What follows belongs to an exercise in optimizing a design on an open flow for small area; a production flow would make more cautious choices. Function was checked by simulation only, so behaviour that the tests miss may differ from the original. No activity file was given, so power comes from the tool's default toggle rates.

==> flow/design.v <==
module kr_scanner (
    input  wire        clk,
    input  wire        rst_n,
    input  wire [7:0]  col_n,
    input  wire        hs_valid,
    input  wire [31:0] hs_data,
    input  wire        wfull,
    output wire [6:0]  row_n,
    output wire        push,
    output wire [5:0]  push_pos,
    output wire        hs_done,
    output wire        halted,
    output wire [1:0]  fatal,
    output wire [2:0]  row_idx,
    output wire [7:0]  lost_byte
);
    localparam [2:0] WAIT_HS   = 3'd0,
                     STROBE    = 3'd1,
                     SETTLE    = 3'd2,
                     SAMPLE    = 3'd3,
                     RELEASE   = 3'd4,
                     HALT_OVF  = 3'd5,
                     HALT_INIT = 3'd6;
    localparam [13:0] STEP = 14'd15625;    
    reg [2:0]  sphase;
    reg [2:0]  row;
    reg [2:0]  col;
    reg [25:0] acc;      
    reg [12:0] sq;       
    reg        first;    
    reg        frac;     
    reg [48:0] snap;
    reg        fresh;    
    reg        cs1, cs2;  
    always @(posedge clk) begin
        cs1 <= col_n[col];
        cs2 <= cs1;
    end
    wire       in_settle = (sphase == SETTLE);
    wire       in_sample = (sphase == SAMPLE);
    wire [5:0] raw       = {row, col};
    wire       is_key    = (raw >= 6'd4) && (raw <= 6'd52);
    wire       pressed   = ~cs2;
    wire       snap_cur  = snap[0] && !fresh;
    wire       edge_seen = is_key && (pressed != snap_cur);
    localparam [12:0] SEED = 13'h0001;
    function [12:0] lfsr_fwd(input [12:0] v);
        lfsr_fwd = {v[11:0], v[12] ^ v[3] ^ v[2] ^ v[0]};
    endfunction
    function [12:0] lfsr_back(input [12:0] v);
        lfsr_back = {v[0] ^ v[4] ^ v[3] ^ v[1], v[12:1]};
    endfunction
    wire [25:0] acc_sub  = acc - {12'd0, STEP};
    wire        last     = (acc < {12'd0, STEP}) || (!frac && acc == {12'd0, STEP});
    wire        cnt_done = (acc[12:0] == lfsr_back(SEED));
    always @(posedge clk) begin
        if (sphase == WAIT_HS) begin
            acc   <= hs_data[31:6];
            frac  <= |hs_data[5:0];
            sq    <= SEED;
            first <= 1'b1;
        end else if ((sphase == STROBE || in_sample) && !first) begin
            acc[12:0] <= sq;
        end else if (in_settle) begin
            if (first) begin
                sq <= lfsr_fwd(sq);
                if (last) begin
                    first     <= 1'b0;
                    acc[12:0] <= SEED;
                end else
                    acc <= acc_sub;
            end else
                acc[12:0] <= lfsr_back(acc[12:0]);
        end
    end
    always @(posedge clk) begin
        if (!rst_n) begin
            sphase <= WAIT_HS;
            row    <= 3'd0;
            fresh  <= 1'b1;
        end else begin
            case (sphase)
                WAIT_HS: begin
                    if (hs_valid)
                        sphase <= (hs_data == 32'd0) ? HALT_INIT : STROBE;
                end
                STROBE: begin
                    col    <= 3'd0;
                    sphase <= SETTLE;
                end
                SETTLE: begin
                    if (!first && cnt_done)
                        sphase <= SAMPLE;
                end
                SAMPLE: begin
                    if (edge_seen && wfull)
                        sphase <= HALT_OVF;
                    else if (col == 3'd7)
                        sphase <= RELEASE;
                    else begin
                        col    <= col + 3'd1;
                        sphase <= SETTLE;
                    end
                end
                RELEASE: begin
                    if (row == 3'd6)
                        fresh <= 1'b0;
                    row    <= (row == 3'd6) ? 3'd0 : row + 3'd1;
                    sphase <= STROBE;
                end
                default: ;
            endcase
        end
    end
    always @(posedge clk)
        if (in_sample && is_key)
            snap <= {pressed, snap[48:1]};
    wire strobing = (sphase == SETTLE) || in_sample || (sphase == RELEASE);
    assign row_n     = strobing ? ~(7'd1 << row) : 7'h7f;
    assign push      = in_sample && edge_seen && !wfull;
    assign push_pos  = raw;
    assign hs_done   = (sphase != WAIT_HS);
    assign halted    = (sphase == HALT_OVF) || (sphase == HALT_INIT);
    assign fatal     = {sphase == HALT_INIT, sphase == HALT_OVF};
    assign row_idx   = row;
    wire [5:0] key   = raw - 6'd4;
    assign lost_byte = (sphase == HALT_OVF) ? {snap[48], 1'b0, key} : 8'd0;
endmodule
module kr_queue (
    input  wire       clk,
    input  wire       rst_n,
    input  wire       push,
    input  wire [5:0] push_pos,
    output wire       wfull,
    output wire [7:0] wlevel,
    input  wire       pop,
    input  wire       popped,    
    output wire       rempty,
    output wire [7:0] rlevel,
    output wire [5:0] head,      
    output reg  [5:0] last       
);
    reg [5:0] ring [0:127];
    reg [6:0] wplace;    
    reg [6:0] rplace;    
    reg [5:0] pend;
    reg       pend_v;
    reg [5:0] hreg;
    reg       hreg_v;
    reg [7:0] n;
    reg       p1, p2, q2;
    integer i;
    wire       wr    = (pend_v || push) && (wplace[1:0] == 2'd0);
    wire [5:0] wdata = pend_v ? pend : push_pos;
    wire [3:0] ws_hi = {4{wr}} & (4'd1 << wplace[6:5]);
    wire [7:0] ws_lo = 8'd1 << wplace[4:2];
    always @(posedge clk) begin
        for (i = 0; i < 128; i = i + 1)
            if (i % 4 == 0 && ws_hi[i / 32] && ws_lo[(i / 4) % 8])
                ring[i] <= wdata;
            else
                ring[i] <= ring[(i + 127) % 128];
    end
    always @(posedge clk)
        if (push)
            pend <= push_pos;
    wire [6:0] rnext   = rplace + {6'd0, !pop};
    wire [3:0]  rs_hi = 4'd1 << rnext[6:5];
    wire [7:0]  rs_lo = 8'd1 << rnext[4:2];
    reg  [5:0]  rd_data;
    integer k;
    always @(*) begin
        rd_data = 6'd0;
        for (k = 0; k < 32; k = k + 1)
            rd_data = rd_data | (ring[4 * k] & {6{rs_hi[k / 8] & rs_lo[k % 8]}});
    end
    wire       at_w    = (rnext == wplace);    
    always @(posedge clk) begin
        if (!hreg_v || pop) begin
            if (at_w) begin
                hreg <= wdata;
            end else begin
                hreg <= rd_data;
            end
        end
    end
    always @(posedge clk) begin
        if (!rst_n) begin
            wplace <= 7'd1;
            rplace <= 7'd0;
            pend_v <= 1'b0;
            hreg_v <= 1'b0;
            n      <= 8'd0;
            p1     <= 1'b0;
            p2     <= 1'b0;
            q2     <= 1'b0;
        end else begin
            wplace <= wplace + {6'd0, !wr};
            rplace <= rnext;
            pend_v <= (pend_v || push) && !wr;
            if (!hreg_v || pop)
                hreg_v <= at_w ? wr : (rnext[1:0] == 2'd1);
            n      <= n + {7'd0, push} - {7'd0, pop};
            p1     <= push;
            p2     <= p1;
            q2     <= popped;
        end
    end
    assign head = hreg_v ? hreg : rd_data;
    always @(posedge clk)
        last <= head;
    assign wlevel = n + {7'd0, popped | q2};
    assign rlevel = n - {7'd0, p1 | p2};
    assign wfull  = wlevel[7];
    assign rempty = (rlevel == 8'd0);
endmodule
module kr_transmitter (
    input  wire       clk,
    input  wire       rst_n,
    output wire       svc_req,
    input  wire       svc_done,
    output wire       tx_req,
    output wire [7:0] tx_p0,
    output wire [7:0] tx_p1,
    output wire [7:0] tx_p2,
    output wire [7:0] tx_p3,
    input  wire       tx_done,
    input  wire       tx_ok,
    output reg        diag_valid,
    output wire [1:0] diag_code,
    output wire [7:0] diag_byte,
    input  wire       rempty,
    input  wire [5:0] head,
    input  wire [5:0] last,
    output wire       pop,
    output wire       popped,
    output wire       halted,
    output wire       fatal_decode,
    output wire       in_flight,
    output wire [7:0] bad_byte
);
    localparam [1:0] SERVICE = 2'd0,
                     PEEK    = 2'd1,
                     ATTEMPT = 2'd2;
    reg [1:0]  tphase;
    reg        fail;
    reg [52:4] sent;     
    wire [5:0] pos   = diag_valid ? last : tx_req ? head : 6'd4;
    wire [7:0] row_sel = 8'd1 << pos[5:3];
    wire [7:0] col_sel = 8'd1 << pos[2:0];
    wire [52:4] sel;
    genvar g;
    generate
        for (g = 4; g <= 52; g = g + 1) begin : g_sel
            assign sel[g] = row_sel[g / 8] & col_sel[g % 8];
        end
    endgenerate
    wire       on    = ~|(sent & sel);
    wire [5:0] key   = pos - 6'd4;
    always @(posedge clk) begin
        if (!rst_n) begin
            tphase     <= SERVICE;
            diag_valid <= 1'b0;
        end else begin
            diag_valid <= 1'b0;
            case (tphase)
                SERVICE: if (svc_done) tphase <= PEEK;
                PEEK:    tphase <= rempty ? SERVICE : ATTEMPT;
                default: if (tx_done) begin
                    diag_valid <= 1'b1;
                    tphase     <= SERVICE;
                end
            endcase
        end
    end
    always @(posedge clk)
        if (tx_req && tx_done)
            fail <= !tx_ok;
    always @(posedge clk) begin
        if (!rst_n)
            sent <= 49'd0;
        else
            sent <= sent ^ (sel & {49{popped}});
    end
    assign popped       = diag_valid && !fail;
    assign pop          = tx_req && tx_done && tx_ok;
    assign svc_req      = (tphase == SERVICE);
    assign tx_req       = (tphase == ATTEMPT);
    assign tx_p0        = {7'b0000100, on};
    assign tx_p1        = {3'b100, on, 4'h0};
    assign tx_p2        = {1'b0, pos[5], ~pos[5], pos[4:0]};
    assign tx_p3        = 8'h7f;
    assign diag_code    = {1'b0, fail};
    assign diag_byte    = {on, 1'b0, key};
    assign halted       = 1'b0;
    assign fatal_decode = 1'b0;
    assign in_flight    = tx_req;
    assign bad_byte     = 8'd0;
endmodule
module kr_block (
    input  wire        clk,
    input  wire        rst_n,
    output wire [6:0]  row_n,
    input  wire [7:0]  col_n,
    input  wire        hs_valid,
    input  wire [31:0] hs_data,
    output wire [23:0] scan_status,
    output wire        svc_req,
    input  wire        svc_done,
    output wire        tx_req,
    output wire [7:0]  tx_p0,
    output wire [7:0]  tx_p1,
    output wire [7:0]  tx_p2,
    output wire [7:0]  tx_p3,
    input  wire        tx_done,
    input  wire        tx_ok,
    output wire        diag_valid,
    output wire [1:0]  diag_code,
    output wire [7:0]  diag_byte,
    output wire [23:0] tx_status
);
    wire       push, pop, popped, wfull, rempty;
    wire [5:0] push_pos, head, last;
    wire [7:0] wlevel, rlevel;
    wire       s_hs_done, s_halted;
    wire [1:0] s_fatal;
    wire [2:0] s_row;
    wire [7:0] s_lost;
    wire       t_halted, t_fatal, t_in_flight;
    wire [7:0] t_bad;
    kr_scanner u_scanner (
        .clk       (clk),
        .rst_n     (rst_n),
        .col_n     (col_n),
        .hs_valid  (hs_valid),
        .hs_data   (hs_data),
        .wfull     (wfull),
        .row_n     (row_n),
        .push      (push),
        .push_pos  (push_pos),
        .hs_done   (s_hs_done),
        .halted    (s_halted),
        .fatal     (s_fatal),
        .row_idx   (s_row),
        .lost_byte (s_lost)
    );
    kr_queue u_queue (
        .clk       (clk),
        .rst_n     (rst_n),
        .push      (push),
        .push_pos  (push_pos),
        .wfull     (wfull),
        .wlevel    (wlevel),
        .pop       (pop),
        .popped    (popped),
        .rempty    (rempty),
        .rlevel    (rlevel),
        .head      (head),
        .last      (last)
    );
    kr_transmitter u_tx (
        .clk          (clk),
        .rst_n        (rst_n),
        .svc_req      (svc_req),
        .svc_done     (svc_done),
        .tx_req       (tx_req),
        .tx_p0        (tx_p0),
        .tx_p1        (tx_p1),
        .tx_p2        (tx_p2),
        .tx_p3        (tx_p3),
        .tx_done      (tx_done),
        .tx_ok        (tx_ok),
        .diag_valid   (diag_valid),
        .diag_code    (diag_code),
        .diag_byte    (diag_byte),
        .rempty       (rempty),
        .head         (head),
        .last         (last),
        .pop          (pop),
        .popped       (popped),
        .halted       (t_halted),
        .fatal_decode (t_fatal),
        .in_flight    (t_in_flight),
        .bad_byte     (t_bad)
    );
    assign scan_status = {s_lost, wlevel, s_row, wfull, s_fatal, s_halted, s_hs_done};
    assign tx_status   = {t_bad, rlevel, 4'b0000, t_in_flight, rempty, t_fatal, t_halted};
endmodule
clock: 25.0 ns
lec_check: 0
abc_area: 1
cap_margin: 20
core_margin: 2
core_utilization: 65
cts_buf_list: sky130_fd_sc_hd__clkbuf_8
cts_cluster_diameter: 80
cts_cluster_size: 16
slew_margin: 20
standard.sh (not shown) runs the stock make flow with config.mk's settings and CLKGATE_MAP_FILE= SYNTH_SCRIPT=/design/flow/synth_recipe.tcl, a recipe that flattens the netlist after the stock synthesis.
==> flow/flow/run.sh <==
#!/bin/bash
# The standard layout, with the port buffers made of the smallest
# buffer cell instead of the one the resizer picks by default.
set -euo pipefail
export BUFFER_PORTS_ARGS="-buffer_cell sky130_fd_sc_hd__buf_1"
bash standard.sh > standard.log 2>&1
The starting point went through all stages and came out clean.
Rerun with:
--- a/flow/design.v
+++ b/flow/design.v
@@ -274,16 +274,15 @@
         end
     end
     always @(posedge clk)
         if (tx_req && tx_done)
             fail <= !tx_ok;
-    always @(posedge clk) begin
-        if (!rst_n)
-            sent <= 49'd0;
-        else
-            sent <= sent ^ (sel & {49{popped}});
-    end
+    integer j;
+    always @(posedge clk)
+        for (j = 4; j <= 52; j = j + 1)
+            if (!rst_n || (popped && sel[j]))
+                sent[j] <= on && rst_n;
     assign popped       = diag_valid && !fail;
     assign pop          = tx_req && tx_done && tx_ok;
     assign svc_req      = (tphase == SERVICE);
     assign tx_req       = (tphase == ATTEMPT);
     assign tx_p0        = {7'b0000100, on};
Outcome: Total power came out higher by about 3%. Setup slack degrades by 0.082 ns. Wire length came out higher by 2.4%. Cell area hardly moves. Global-route usage came out higher by 0.68 points. Core utilization hardly moves. Critical path depth came out higher by 2. Via count came out lower by about 1.4%. Worst hold slack is about the same.

==> port drivers added, routing unchanged <==
The flow's constraints put no driver on any port. The routed layouts listed below were extracted and timed again, unchanged, in two steps.
Step 1: set_driving_cell puts a clkbuf_16 on clk and a buf_2 on each other input, an assumption about the parent block.
Step 2 times the ports against the registers' clock, not the clock port: input delays grow and output delays shrink by t, the midpoint of the rising clock arrivals with the driver on.
Slacks: no drivers / after step 1 / after step 2; pairs: no drivers / after step 1.
run | t (ns) | setup slack, ns | worst hold slack (ns) | clock arrival spread, ns | worst register clock-pin slew, ns
the first run | 0.742 | 10.338 / 10.311 / 10.311 | 0.313 / 0.313 / 0.313 | 0.036 / 0.035 | 0.12 / 0.12
the second run | 0.722 | 10.256 / 10.234 / 10.234 | 0.313 / 0.313 / 0.313 | 0.054 / 0.053 | 0.12 / 0.12
After both steps setup and hold are still met in every run listed. For the first run, which loses most, drivers alone change the setup slack by -0.027 ns; drivers and shift together by -0.027 ns.
